Context: an optimization exercise on an open-source flow, tuned for small area, a short achievable clock period and few clock cycles. The choices shown serve that exercise and are no tape-out recipe. The RTL was checked by simulation tests, not by an equivalence proof against the original design. Power and IR drop assume default switching activity.

Setup of v6:
==> flow/design.v <==
module sbl_scanner #(
    parameter N_CELLS        = 36,
    parameter FLASH1_PERIOD  = 3,
    parameter FLASH2_PERIOD  = 1,
    parameter HOLD_THRESHOLD = 10,
    parameter SPI_MODE       = 0,
    parameter NB             = (N_CELLS + 7) / 8
) (
    input  wire            clk,
    input  wire            rst,
    input  wire            cmd_valid,
    output wire            cmd_ready,
    input  wire [63:0]     cmd_data,
    output wire            rsp_valid,
    input  wire            rsp_ready,
    output wire [63:0]     rsp_data,
    output wire            xfer_req,
    output wire [NB*8-1:0] xfer_out,
    input  wire            xfer_ack,
    input  wire            xfer_ok,
    input  wire [NB*8-1:0] xfer_in,
    input  wire [7:0]      xfer_reason
);
    localparam N = N_CELLS;
    localparam [3:0] K_DONE = 4'h0, K_SNAP = 4'h1, K_EIDX = 4'h8,
                     K_EXFR = 4'h9, K_EILL = 4'hB;
    reg [2*N-1:0]  st;      
    reg [N-1:0]    lamp;    
    reg [N-1:0]    tx_q;    
    reg [N-1:0]    tgl;     
    reg [N-1:0]    nch;     
    reg [N-1:0]    nho;     
    reg [N-1:0]    hep;     
    reg [N-1:0]    lsp;     
    reg [16*N-1:0] cnt;     
    reg [31:0]     sc;      
    reg [1:0]      sc_m3;   
    reg        rdy_q;       
    reg        vld_q;       
    reg        last_q;      
    reg        req_q;       
    reg        dec_q;       
    reg        get_q;       
    reg        set_q;       
    reg        com_q;       
    reg        rst_q;       
    reg [63:0] rsp_q;
    reg [7:0]  cb_q;
    reg [15:0] cn_q;
    reg [N-1:0] evp;        
    reg         cdn;        
    reg [N-1:0] oh;         
    reg         any;        
    reg [N-1:0] prs;        
    reg        ok_q;
    reg [6:0]  k_q;
    assign cmd_ready = rdy_q;
    assign rsp_valid = vld_q;
    assign rsp_data  = {rsp_q[63:8], 4'd0, rsp_q[3:0]};
    assign xfer_req  = req_q;
    wire [NB*8-1:0] tx = {{(NB*8-N){1'b0}}, tx_q};
    wire [NB*8-1:0] rx_bytes;
    genvar gj, gk;
    generate
        for (gj = 0; gj < NB; gj = gj + 1) begin : g_rev
            for (gk = 0; gk < 8; gk = gk + 1) begin : g_bit
                assign xfer_out[8*gj + 7 - gk] = tx[8*gj + gk];
                assign rx_bytes[8*gj + gk]     = xfer_in[8*gj + 7 - gk];
            end
        end
    endgenerate
    wire [N-1:0] prs_in = ~rx_bytes[N-1:0];
    wire [3:0]  opc     = cmd_data[3:0];
    wire [15:0] c_pos   = cmd_data[31:16];
    wire        rsv_bad = (cmd_data[7:4] != 4'd0) || (cmd_data[63:48] != 16'd0);
    wire        c_set   = !rsv_bad && (opc == 4'h1);
    wire        c_get   = !rsv_bad && (opc == 4'h2) && (cmd_data[15:8] == 8'd0) &&
                          (cmd_data[47:32] == 16'd0);
    wire        c_run   = (cmd_data == 64'h3);
    wire        pos_ok  = (c_pos < N);
    wire        c_sg    = c_set | c_get;
    wire [63:0] simple_w = {32'd0, (c_sg && !pos_ok) ? c_pos : 16'd0, 12'd0,
                            c_sg ? (pos_ok ? K_DONE : K_EIDX) : K_EILL};
    wire [N-1:0] pos_oh;
    genvar gi;
    generate
        for (gi = 0; gi < N; gi = gi + 1) begin : g_pos
            assign pos_oh[gi] = (c_pos == gi);
        end
    endgenerate
    wire f1tog = (sc_m3 == 2'd0);
    wire [N-1:0]    enc;         
    wire [N-1:0]    ge10;        
    wire [N-1:0]    ev_in;       
    wire [N-1:0]    chg_ev, hold_ev, is_down;
    wire [16*N-1:0] sum;         
    wire [N-1:0]    sat;         
    generate
        for (gi = 0; gi < N; gi = gi + 1) begin : g_cell
            wire [1:0]  s = st[2*gi +: 2];
            wire [15:0] c = cnt[16*gi +: 16];
            assign enc[gi] = (s == 2'd0) ? 1'b0 :
                             (s == 2'd1) ? 1'b1 :
                             (s == 2'd2) ? (lamp[gi] ^ f1tog) : ~lamp[gi];
            assign ge10[gi] = (c >= HOLD_THRESHOLD);
            assign ev_in[gi]     = (nch[gi] & (prs_in[gi] ^ lsp[gi])) |
                                   (nho[gi] & prs_in[gi] & ge10[gi]);
            assign chg_ev[gi]    = nch[gi] & (prs[gi] ^ lsp[gi]);
            assign hold_ev[gi]   = nho[gi] & prs[gi] & ge10[gi];
            assign is_down[gi]   = prs[gi] & ~lsp[gi];
            wire       cin = prs[gi];
            wire [3:0] a;
            wire [3:0] k;
            wire [15:0] cy;
            genvar gg, gb;
            for (gg = 0; gg < 4; gg = gg + 1) begin : g_grp
                assign a[gg] = &c[4*gg +: 4];
                if (gg == 0) begin : g_k0
                    assign k[gg] = cin;
                end else begin : g_kn
                    assign k[gg] = k[gg-1] & a[gg-1];
                end
                for (gb = 0; gb < 4; gb = gb + 1) begin : g_b
                    if (gb == 0) begin : g_c0
                        assign cy[4*gg] = k[gg];
                    end else begin : g_cn
                        assign cy[4*gg+gb] = cy[4*gg+gb-1] & c[4*gg+gb-1];
                    end
                end
            end
            assign sum[16*gi +: 16] = c ^ cy;
            assign sat[gi] = k[3] & a[3];
        end
    endgenerate
    wire [N-1:0] both = oh & chg_ev & hold_ev;
    wire         stay = (|both) & ~cdn;
    wire [N-1:0] pend = req_q ? ev_in : (evp & ~oh);
    reg  [N-1:0] pfx [0:6];
    reg  [N-1:0] below;
    integer i, b;
    always @(*) begin
        pfx[0] = pend;
        for (b = 0; b < 6; b = b + 1)
            for (i = 0; i < N; i = i + 1)
                pfx[b+1][i] = (i >= (1 << b)) ? (pfx[b][i] | pfx[b][i - (1 << b)]) : pfx[b][i];
        below = {pfx[6][N-2:0], 1'b0};
    end
    wire [N-1:0] oh_n  = pend & ~below;
    wire         any_n = |pend;
    reg [15:0] s_cnt;
    reg [1:0]  s_st;
    reg        s_prs, s_sat, s_lamp, s_tgl, s_nch, s_nho, s_hep, s_lsp, s_chg;
    reg [5:0]  s_pos;
    always @(*) begin
        s_cnt = 16'd0; s_prs = 1'b0; s_sat = 1'b0; s_st = 2'd0; s_lamp = 1'b0; s_tgl = 1'b0; s_nch = 1'b0;
        s_nho = 1'b0; s_hep = 1'b0; s_lsp = 1'b0; s_chg = 1'b0; s_pos = 6'd0;
        for (i = 0; i < N; i = i + 1) begin
            s_cnt  = s_cnt  | ({16{oh[i]}} & sum[16*i +: 16]);
            s_sat  = s_sat  | (oh[i] & sat[i]);
            s_prs  = s_prs  | (oh[i] & prs[i]);
            s_st   = s_st   | ({2{oh[i]}} & st[2*i +: 2]);
            s_lamp = s_lamp | (oh[i] & lamp[i]);
            s_tgl  = s_tgl  | (oh[i] & tgl[i]);
            s_nch  = s_nch  | (oh[i] & nch[i]);
            s_nho  = s_nho  | (oh[i] & nho[i]);
            s_hep  = s_hep  | (oh[i] & hep[i]);
            s_lsp  = s_lsp  | (oh[i] & lsp[i]);
            s_chg  = s_chg  | (oh[i] & chg_ev[i]);
            s_pos  = s_pos  | ({6{oh[i]}} & i[5:0]);
        end
    end
    wire        w_hep  = get_q ? s_hep : ~(s_chg & ~cdn);
    wire [15:0] w_cnt  = (s_cnt | {16{s_sat}}) & {16{s_prs | get_q}};
    wire [63:0] snap_w = {16'd0, w_cnt, 10'd0, s_pos,
                          s_lsp, w_hep, s_nho, s_nch, s_tgl, s_lamp, s_st, 4'd0, K_SNAP};
    wire [63:0] done_w = {sc, 9'd0, k_q, 12'd0, K_DONE};
    wire [63:0] dec_w  = (any | get_q) ? snap_w : done_w;
    wire        dec_last = get_q | !ok_q | !any;
    wire ld     = !vld_q | rsp_ready;
    wire dec_ld = (dec_q & ld) | get_q;
    wire take   = vld_q & rsp_ready;
    wire accept = rdy_q & cmd_valid;
    wire [7:0]  wcb = rst_q ? 8'd0  : cb_q;
    wire [15:0] wcn = rst_q ? 16'd0 : cn_q;
    always @(posedge clk) begin
        for (i = 0; i < N; i = i + 1) begin
            if (rst_q || (set_q && oh[i])) begin
                st[2*i +: 2]    <= wcb[1:0];
                tgl[i]          <= wcb[3];
                nch[i]          <= wcb[4];
                nho[i]          <= wcb[5];
                hep[i]          <= wcb[6];
                lsp[i]          <= wcb[7];
                cnt[16*i +: 16] <= wcn;
            end else if (com_q) begin
                if (!(prs[i] && sat[i]))
                    cnt[16*i +: 16] <= sum[16*i +: 16] & {16{prs[i]}};
                hep[i] <= hold_ev[i] ? 1'b1 : (chg_ev[i] ? 1'b0 : hep[i]);
                if (tgl[i] && is_down[i])
                    st[2*i +: 2] <= (st[2*i +: 2] == 2'd0) ? 2'd1 : 2'd0;
                lsp[i] <= prs[i];
            end
        end
    end
    always @(posedge clk) begin
        if (rdy_q) begin
            tx_q  <= enc;
            prs   <= {N{1'b0}};
            rsp_q <= simple_w;
            cb_q  <= cmd_data[15:8];
            cn_q  <= cmd_data[47:32];
            oh    <= pos_oh;
        end else if (req_q) begin
            prs   <= prs_in;
            ok_q  <= xfer_ok;
            rsp_q <= {48'd0, xfer_reason, 4'd0, K_EXFR};
            evp   <= ev_in;
            cdn   <= 1'b0;
            oh    <= oh_n;
            any   <= any_n;
            k_q   <= 7'd0;
        end else if (dec_ld) begin
            if (!dec_q || ok_q)
                rsp_q <= dec_w;
            if (dec_q && ok_q && any) begin
                if (stay) begin
                    cdn <= 1'b1;
                end else begin
                    cdn <= 1'b0;
                    evp <= evp & ~oh;
                    oh  <= oh_n;
                    any <= any_n;
                end
                k_q <= k_q + 7'd1;
            end
        end
        rst_q <= rst;
        if (rst_q) begin
            rsp_q <= 64'd0;
            tx_q  <= {N{1'b0}};
            oh    <= {N{1'b0}};
            evp   <= {N{1'b0}};
            prs   <= {N{1'b0}};
            any   <= 1'b0;
            cdn   <= 1'b0;
            lamp  <= {N{1'b0}};
            sc    <= 32'd0;
            sc_m3 <= 2'd0;
        end else begin
            if (req_q)
                lamp <= tx_q;
            if (com_q) begin
                sc    <= sc + 32'd1;
                sc_m3 <= (&sc || sc_m3 == 2'd2) ? 2'd0 : sc_m3 + 2'd1;
            end
        end
        if (rst) begin
            rdy_q <= 1'b0;
            vld_q <= 1'b0;
            last_q <= 1'b0;
            req_q <= 1'b0;
            dec_q <= 1'b0;
            get_q <= 1'b0;
            set_q <= 1'b0;
            com_q <= 1'b0;
        end else if (rst_q) begin
            rdy_q <= 1'b1;
        end else begin
            set_q <= 1'b0;
            get_q <= 1'b0;
            com_q <= 1'b0;
            if (take) begin
                vld_q <= 1'b0;
                if (last_q) begin
                    last_q <= 1'b0;
                    rdy_q  <= 1'b1;
                end
            end
            if (accept) begin
                rdy_q <= 1'b0;
                if (c_run) begin
                    req_q <= 1'b1;
                end else if (c_get && pos_ok) begin
                    get_q <= 1'b1;
                end else begin
                    vld_q  <= 1'b1;
                    last_q <= 1'b1;
                    set_q  <= c_set && pos_ok;
                end
            end
            if (req_q && xfer_ack) begin
                req_q <= 1'b0;
                dec_q <= 1'b1;
            end
            if (dec_ld) begin
                vld_q  <= 1'b1;
                last_q <= dec_last;
                if (dec_q && dec_last) begin
                    dec_q <= 1'b0;
                    com_q <= ok_q;
                end
            end
        end
    end
endmodule
clock: 12.0 ns
lec_check: 0
cap_margin: 20
core_margin: 2
core_utilization: 40
place_density: 0.5
slew_margin: 20
standard.sh (not shown) runs the stock make flow with config.mk's settings and CLKGATE_MAP_FILE= SYNTH_SCRIPT=/design/flow/synth_recipe.tcl, a recipe that flattens the netlist after the stock synthesis.
==> flow/flow/run.sh <==
#!/bin/bash
# Standard ORFS layout, with repair_timing asked to leave a setup margin so
# that the optimiser keeps working on timing below the 12 ns clock.
set -euo pipefail
bash standard.sh SETUP_SLACK_MARGIN=8.2 finish > standard_flow.log 2>&1
v6 finished every stage and its layout cleared the timing, design-rule and antenna checks.
Testbench counts of v6, summed over its fixed seeds: cycles 23,183.
Input changes introduced in v7 (baseline for comparison: v6):
-- flow/design.v --
<<< v6, line 48
    reg [7:0]  cb_q;
    reg [15:0] cn_q;
    reg [N-1:0] evp;        
    reg         cdn;        
    reg [N-1:0] oh;         
>>> v7, line 48
    reg [7:0]  cb_q;
    reg [15:0] cn_q;
    reg [N-1:0] msk;        
    reg         cdn;        
    reg [N-1:0] oh;         
<<< v6, line 109
            assign hold_ev[gi]   = nho[gi] & prs[gi] & ge10[gi];
            assign is_down[gi]   = prs[gi] & ~lsp[gi];
            wire       cin = prs[gi];
            wire [3:0] a;
            wire [3:0] k;
>>> v7, line 109
            assign hold_ev[gi]   = nho[gi] & prs[gi] & ge10[gi];
            assign is_down[gi]   = prs[gi] & ~lsp[gi];
            wire       cin = 1'b1;
            wire [3:0] a;
            wire [3:0] k;
<<< v6, line 135
    wire [N-1:0] both = oh & chg_ev & hold_ev;
    wire         stay = (|both) & ~cdn;
    wire [N-1:0] pend = req_q ? ev_in : (evp & ~oh);
    reg  [N-1:0] pfx [0:6];
    reg  [N-1:0] below;
    integer i, b;
    always @(*) begin
        pfx[0] = pend;
        for (b = 0; b < 6; b = b + 1)
            for (i = 0; i < N; i = i + 1)
                pfx[b+1][i] = (i >= (1 << b)) ? (pfx[b][i] | pfx[b][i - (1 << b)]) : pfx[b][i];
        below = {pfx[6][N-2:0], 1'b0};
    end
    wire [N-1:0] oh_n  = pend & ~below;
>>> v7, line 135
    wire [N-1:0] both = oh & chg_ev & hold_ev;
    wire         stay = (|both) & ~cdn;
    wire [N-1:0] pend = req_q ? ev_in : ((chg_ev | hold_ev) & ~msk & ~oh);
    reg  [N-1:0] below;
    integer i, b;
    always @(*) begin
        below[0] = 1'b0;
        for (i = 1; i < N; i = i + 1)
            below[i] = below[i-1] | pend[i-1];
    end
    wire [N-1:0] oh_n  = pend & ~below;
<<< v6, line 150
    reg [15:0] s_cnt;
    reg [1:0]  s_st;
    reg        s_prs, s_sat, s_lamp, s_tgl, s_nch, s_nho, s_hep, s_lsp, s_chg;
    reg [5:0]  s_pos;
    always @(*) begin
        s_cnt = 16'd0; s_prs = 1'b0; s_sat = 1'b0; s_st = 2'd0; s_lamp = 1'b0; s_tgl = 1'b0; s_nch = 1'b0;
        s_nho = 1'b0; s_hep = 1'b0; s_lsp = 1'b0; s_chg = 1'b0; s_pos = 6'd0;
        for (i = 0; i < N; i = i + 1) begin
            s_cnt  = s_cnt  | ({16{oh[i]}} & sum[16*i +: 16]);
            s_sat  = s_sat  | (oh[i] & sat[i]);
            s_prs  = s_prs  | (oh[i] & prs[i]);
            s_st   = s_st   | ({2{oh[i]}} & st[2*i +: 2]);
>>> v7, line 147
    reg [15:0] s_cnt;
    reg [1:0]  s_st;
    reg        s_prs, s_lamp, s_tgl, s_nch, s_nho, s_hep, s_lsp, s_chg;
    reg [5:0]  s_pos;
    always @(*) begin
        s_cnt = 16'd0; s_prs = 1'b0; s_st = 2'd0; s_lamp = 1'b0; s_tgl = 1'b0; s_nch = 1'b0;
        s_nho = 1'b0; s_hep = 1'b0; s_lsp = 1'b0; s_chg = 1'b0; s_pos = 6'd0;
        for (i = 0; i < N; i = i + 1) begin
            s_cnt  = s_cnt  | ({16{oh[i]}} & cnt[16*i +: 16]);
            s_prs  = s_prs  | (oh[i] & prs[i]);
            s_st   = s_st   | ({2{oh[i]}} & st[2*i +: 2]);
<<< v6, line 171
    end
    wire        w_hep  = get_q ? s_hep : ~(s_chg & ~cdn);
    wire [15:0] w_cnt  = (s_cnt | {16{s_sat}}) & {16{s_prs | get_q}};
    wire [63:0] snap_w = {16'd0, w_cnt, 10'd0, s_pos,
                          s_lsp, w_hep, s_nho, s_nch, s_tgl, s_lamp, s_st, 4'd0, K_SNAP};
>>> v7, line 167
    end
    wire        w_hep  = get_q ? s_hep : ~(s_chg & ~cdn);
    wire [15:0] s_inc  = (&s_cnt) ? s_cnt : s_cnt + 16'd1;
    wire [15:0] w_cnt  = get_q ? s_cnt : (s_inc & {16{s_prs}});
    wire [63:0] snap_w = {16'd0, w_cnt, 10'd0, s_pos,
                          s_lsp, w_hep, s_nho, s_nch, s_tgl, s_lamp, s_st, 4'd0, K_SNAP};
<<< v6, line 206
        if (rdy_q) begin
            tx_q  <= enc;
            prs   <= {N{1'b0}};
            rsp_q <= simple_w;
            cb_q  <= cmd_data[15:8];
>>> v7, line 203
        if (rdy_q) begin
            tx_q  <= enc;
            rsp_q <= simple_w;
            cb_q  <= cmd_data[15:8];
<<< v6, line 215
            ok_q  <= xfer_ok;
            rsp_q <= {48'd0, xfer_reason, 4'd0, K_EXFR};
            evp   <= ev_in;
            cdn   <= 1'b0;
            oh    <= oh_n;
>>> v7, line 211
            ok_q  <= xfer_ok;
            rsp_q <= {48'd0, xfer_reason, 4'd0, K_EXFR};
            msk   <= {N{1'b0}};
            cdn   <= 1'b0;
            oh    <= oh_n;
<<< v6, line 228
                end else begin
                    cdn <= 1'b0;
                    evp <= evp & ~oh;
                    oh  <= oh_n;
                    any <= any_n;
>>> v7, line 224
                end else begin
                    cdn <= 1'b0;
                    msk <= msk | oh;
                    oh  <= oh_n;
                    any <= any_n;
<<< v6, line 239
            rsp_q <= 64'd0;
            tx_q  <= {N{1'b0}};
            oh    <= {N{1'b0}};
            evp   <= {N{1'b0}};
            prs   <= {N{1'b0}};
            any   <= 1'b0;
            cdn   <= 1'b0;
            lamp  <= {N{1'b0}};
            sc    <= 32'd0;
>>> v7, line 235
            rsp_q <= 64'd0;
            tx_q  <= {N{1'b0}};
            lamp  <= {N{1'b0}};
            sc    <= 32'd0;
Notes after the runs:
- Diff v6 -> v7: arrival time at the worst endpoint lost 120 ps, die area decreased by about 2.5% relative to the old numbers, total number of cells along the worst setup path went up, wire length of the first global-routing pass now smaller.
- Summary — minimum setup slack in the final design, v7 relative to v6: higher, by 57 ps.
- v7 ends up with a fill cell total of the finished layout that is about 4% lower than in v6.
- Amount of wire on met3 after detailed routing: higher on v6
- v7 vs v6 — combinational power dropped by more than 10%
- Relative to v6, the overall routed net length of v7 is lower by about 12%.
- met2 layer usage reported by global route ended up 6.2 points lower on v7 than on v6.
- v7 vs v6, destination of the critical timing path: oh[33]$_DFFE_PP_ vs rsp_q[36]$_SDFFE_PP0P_
- Re end-of-flow core utilization: v7 is 0.19 points up on v6.
Testbench counts of v7, summed over its fixed seeds: cycles 23,183.

-- separate check: timing with driven ports --
In the flow no input, the clock included, has a driving cell. The finished layouts below were timed again as built, in two steps.
Step 1 (the two cells are an assumption about what drives the block):
set clk [get_ports {clk}]
set_driving_cell -lib_cell sky130_fd_sc_hd__clkbuf_16 $clk
set_driving_cell -lib_cell sky130_fd_sc_hd__buf_2 [delete_from_list [all_inputs] $clk]
Step 2, shift: input delay + t, output delay - t, t = (earliest + latest rising clock arrival at the registers) / 2. This alone moves slack from input paths to output paths.
Slacks: no drivers / after step 1 / after step 2; pairs: no drivers / after step 1.
| run | t, ns | slack for setup (ns) | worst setup path after step 2 | pins driven straight from the clock port |
|---|---|---|---|---|
| v6 | 0.901 | 7.967 / 7.967 / 7.144 | input to register | 1 |
| v7 | 0.877 | 8.024 / 8.029 / 7.179 | input to register | 1 |
After both steps every run listed still meets setup and hold. The setup slack of v7, which loses most, moves by +0.005 ns with the drivers and by -0.845 ns with both steps.
